Context: an optimization exercise on an open-source flow, tuned for small area, a short achievable clock period and few clock cycles. The choices shown serve that exercise and are no tape-out recipe.
The RTL was checked by simulation tests, not by an equivalence proof against the original design.

Setup of v6:
## fce_engine
module fce_engine (
    input  wire         clk,
    input  wire         rst,         
    input  wire         start,       
    input  wire         dir,         
    input  wire         var_vb,      
    input  wire [5:0]   len,         
    input  wire [31:0]  rounds,      
    input  wire [127:0] key,         
    input  wire [255:0] buf_in,      
    output wire         busy,
    output reg          done,        
    output reg          err,
    output reg  [2:0]   errcode,
    output wire [255:0] buf_out
);
    localparam [31:0] DELTA   = 32'h9E3779B9;
    localparam [5:0]  BUF_CAP = 6'd32;
    localparam [2:0] ERR_NONE       = 3'd0;
    localparam [2:0] ERR_BLOCK_LEN  = 3'd2;
    localparam [2:0] ERR_TOO_LARGE  = 3'd3;
    localparam [2:0] ERR_BUFFER_LEN = 3'd5;
    localparam [1:0] S_IDLE = 2'd0;
    localparam [1:0] S_PREP = 2'd1;    
    localparam [1:0] S_RUN  = 2'd2;
    localparam [1:0] S_POST = 2'd3;    
    reg [1:0]   state;
    reg         dir_r;
    reg         vb_r;
    reg         ph;          
    reg [3:0]   nw_r;        
    reg [2:0]   p;           
    reg [31:0]  acc;
    reg [31:0]  tgt;         
    reg [31:0]  zr;          
    reg [31:0]  yr;          
    reg [31:0]  kw [0:3];
    reg [31:0]  kk;          
    reg [31:0]  w  [0:7];
    assign busy = (state != S_IDLE);
    genvar gi;
    generate
        for (gi = 0; gi < 8; gi = gi + 1) begin : g_out
            assign buf_out[32*gi +: 32] = w[gi];
        end
    endgenerate
    wire [3:0] nw_in = len[5:2];
    reg [2:0] chk_code;
    always @(*) begin
        if (len > BUF_CAP)
            chk_code = ERR_TOO_LARGE;
        else if (!var_vb && (len[2:0] != 3'd0))
            chk_code = ERR_BUFFER_LEN;
        else if (var_vb && (len[1:0] != 2'd0))
            chk_code = ERR_BUFFER_LEN;
        else if (var_vb && (nw_in < 4'd2))
            chk_code = ERR_BLOCK_LEN;
        else
            chk_code = ERR_NONE;
    end
    reg [31:0] qd_in;
    always @(*) begin
        case (nw_in)
            4'd2:    qd_in = DELTA * 32'd32;
            4'd3:    qd_in = DELTA * 32'd23;
            4'd4:    qd_in = DELTA * 32'd19;
            4'd5:    qd_in = DELTA * 32'd16;
            4'd6:    qd_in = DELTA * 32'd14;
            4'd7:    qd_in = DELTA * 32'd13;
            default: qd_in = DELTA * 32'd12;
        endcase
    end
  ...
For scale: roughly 5,600 cells after synthesis, roughly 690 I/O pins.
Settings: LEC_CHECK=0, CAP_MARGIN=20, CORE_MARGIN=2, CORE_UTILIZATION=40, SETUP_SLACK_MARGIN=5, SLEW_MARGIN=20; clock period 13.0 ns.
run.sh (not shown) runs the stock make flow with config.mk's settings and CLKGATE_MAP_FILE= SYNTH_SCRIPT=/design/flow/synth_recipe.tcl, a recipe that flattens the netlist after the stock synthesis.
v6 reached the final stage; the timing, DRC and antenna checks on its layout passed.
Testbench counts of v6, summed over its fixed seeds: cycles 107,159.
### v6 -> v7
# v6
export LEC_CHECK = 0
export CAP_MARGIN = 20
export CORE_MARGIN = 2
export CORE_UTILIZATION = 40
export SETUP_SLACK_MARGIN = 5
export SLEW_MARGIN = 20
create_clock -name core_clock -period 13.0 [get_ports {clk}]
# v7
export LEC_CHECK = 0
export CAP_MARGIN = 20
export CORE_MARGIN = 2
export CORE_UTILIZATION = 40
export SLEW_MARGIN = 20
create_clock -name core_clock -period 13.0 [get_ports {clk}]
==> flow/flow/run.sh (new file) <==
#!/bin/bash
set -euo pipefail
bash standard.sh SETUP_SLACK_MARGIN=7 \
    "BUFFER_PORTS_ARGS=-buffer_cell sky130_fd_sc_hd__buf_1" finish > orfs_make.log 2>&1
==> flow/standard.sh (new file) <==
#!/bin/bash
# synth_recipe.tcl (not shown) runs the flow's synth.tcl, then flattens the netlist and writes it again
# the make line also repeats each setting of config.mk as NAME=value (left out here)
make -C /OpenROAD-flow-scripts/flow DESIGN_CONFIG=/design/flow/config.mk WORK_HOME=/design/flow/orfs CLKGATE_MAP_FILE= SYNTH_SCRIPT=/design/flow/synth_recipe.tcl "${@:-finish}"
removed: flow/run.sh
### Flow results
- Taking v6 as the reference, in v7 global-route usage down 1.9 points, area of all placed cells without fillers down about 1.8%.
- From v6 to v7 the numbers moved as follows: normalized max-slew margin dropped 13 points; global-route wire length before repair dropped 16 mm.
- Area added between synthesis and finish for v7: 2.2 points down relative to v6
- [v7 vs v6] number of antenna diodes: lower in v7
- Hold slack: lower on v7
- v7 vs v6 — period utilization dropped 12 points.
- Between v6 and v7, final wirelength decreased.

---

fce_engine, a different RTL version from the one above (not shown whole).
Size in the first run: ~5700 cells after synthesis, about 590 flip-flops, roughly 690 I/O pins.
clock: 13.0 ns
lec_check: 0
cap_margin: 20
core_margin: 2
core_utilization: 50
slew_margin: 20
standard.sh (not shown) runs the stock make flow with config.mk's settings and CLKGATE_MAP_FILE= SYNTH_SCRIPT=/design/flow/synth_recipe.tcl, a recipe that flattens the netlist after the stock synthesis.
==> flow/flow/run.sh <==
#!/bin/bash
set -euo pipefail
bash standard.sh SETUP_SLACK_MARGIN=7 \
    "BUFFER_PORTS_ARGS=-buffer_cell sky130_fd_sc_hd__buf_1" finish > orfs_make.log 2>&1
Testbench counts at the start, summed over its fixed seeds: cycles 105,383.
Change:
Settings changed: CORE_UTILIZATION 50 to 40.
The new run ran to the end with no violations; die area rose by a quarter to a third; global-route usage fell by 8.3 points; synthesized area does not change; cell count rose by a few percent.

---

Another version of the RTL of fce_engine (not shown whole).
Size in the first run: ~590 flip-flops, about 690 I/O pins.
==> flow/config.mk <==
export PLATFORM = sky130hd
export DESIGN_NAME = fce_engine
export DESIGN_NICKNAME = fce_engine
export VERILOG_FILES = /design/flow/design.v
export SDC_FILE = /design/flow/constraint.sdc
export NUM_CORES = 4
export LEC_CHECK = 0
export CAP_MARGIN = 20
export CORE_MARGIN = 2
export CORE_UTILIZATION = 50
export SLEW_MARGIN = 20
==> flow/constraint.sdc <==
create_clock -name core_clock -period 13.0 [get_ports {clk}]
set_input_delay 2.6000 -clock core_clock [delete_from_list [all_inputs] [get_ports {clk}]]
set_output_delay 2.6000 -clock core_clock [all_outputs]
set_load 0.01 [all_outputs]
Scripts as last shown in full above: flow/flow/run.sh
The starting point completed with no timing, DRC or antenna violations.
Testbench counts at the start, summed over its fixed seeds: cycles 105,383.
Edit:
==> flow/flow/run.sh (replaced) <==
#!/bin/bash
set -euo pipefail
bash standard.sh SETUP_SLACK_MARGIN=6.5 \
    "BUFFER_PORTS_ARGS=-buffer_cell sky130_fd_sc_hd__buf_1" finish > orfs_make.log 2>&1
Setup slack gets worse by 100 ps.
Area after synthesis is unchanged.
Final cell count went down slightly.
Final area went down by a few percent.
Via count went down slightly.
Edit:
==> flow/flow/run.sh (replaced) <==
#!/bin/bash
set -euo pipefail
bash standard.sh SETUP_SLACK_MARGIN=7 \
    "BUFFER_PORTS_ARGS=-buffer_cell sky130_fd_sc_hd__buf_1" finish > orfs_make.log 2>&1
- CORE_UTILIZATION: 50 -> 40
After rerunning:
- The changed run finished clean
- sequential share of layout area falls by 1.0 points
- fmax rises by 1.4%

## re-timing with driven ports
The flow's constraints put no driver on any port. The routed layouts listed below were extracted and timed again, unchanged, in two steps.
Step 1, drivers: a clkbuf_16 drives clk and a buf_2 each remaining input, both assumed.
Step 2 adds t to the input delays and takes it off the output delays; t is the mean of the earliest and latest rising clock arrival at the registers after step 1. Input paths then give back, and output paths get back, about the clock's delay inside the block.
a / b / c = ideal / step 1 / step 2; a / b = the first two.
run | t, ns | slack for setup (ns) | worst setup path after step 2 | worst slew at a driven data input, ns | cell pins on the clock port's net
v6 | 0.765 | 5.164 / 5.164 / 5.164 | register to register | 0.11 | 1
v7 | 0.780 | 6.670 / 6.670 / 5.977 | input to register | 0.08 | 1
the first run of note 2 | 0.768 | 6.819 / 6.819 / 6.328 | input to register | 0.11 | 1
the second run of note 2 | 0.782 | 6.775 / 6.775 / 6.164 | input to register | 0.13 | 1
the first run of note 3 | 0.768 | 6.550 / 6.550 / 6.377 | input to register | 0.28 | 1
the second run of note 3 | 0.767 | 6.449 / 6.449 / 5.880 | input to register | 0.27 | 1
the third run of note 3 | 0.786 | 6.538 / 6.538 / 6.395 | input to register | 0.15 | 1
After both steps every run listed still meets setup and hold. The setup slack of v7, which loses most, moves by 0.000 ns with the drivers and by -0.693 ns with both steps.
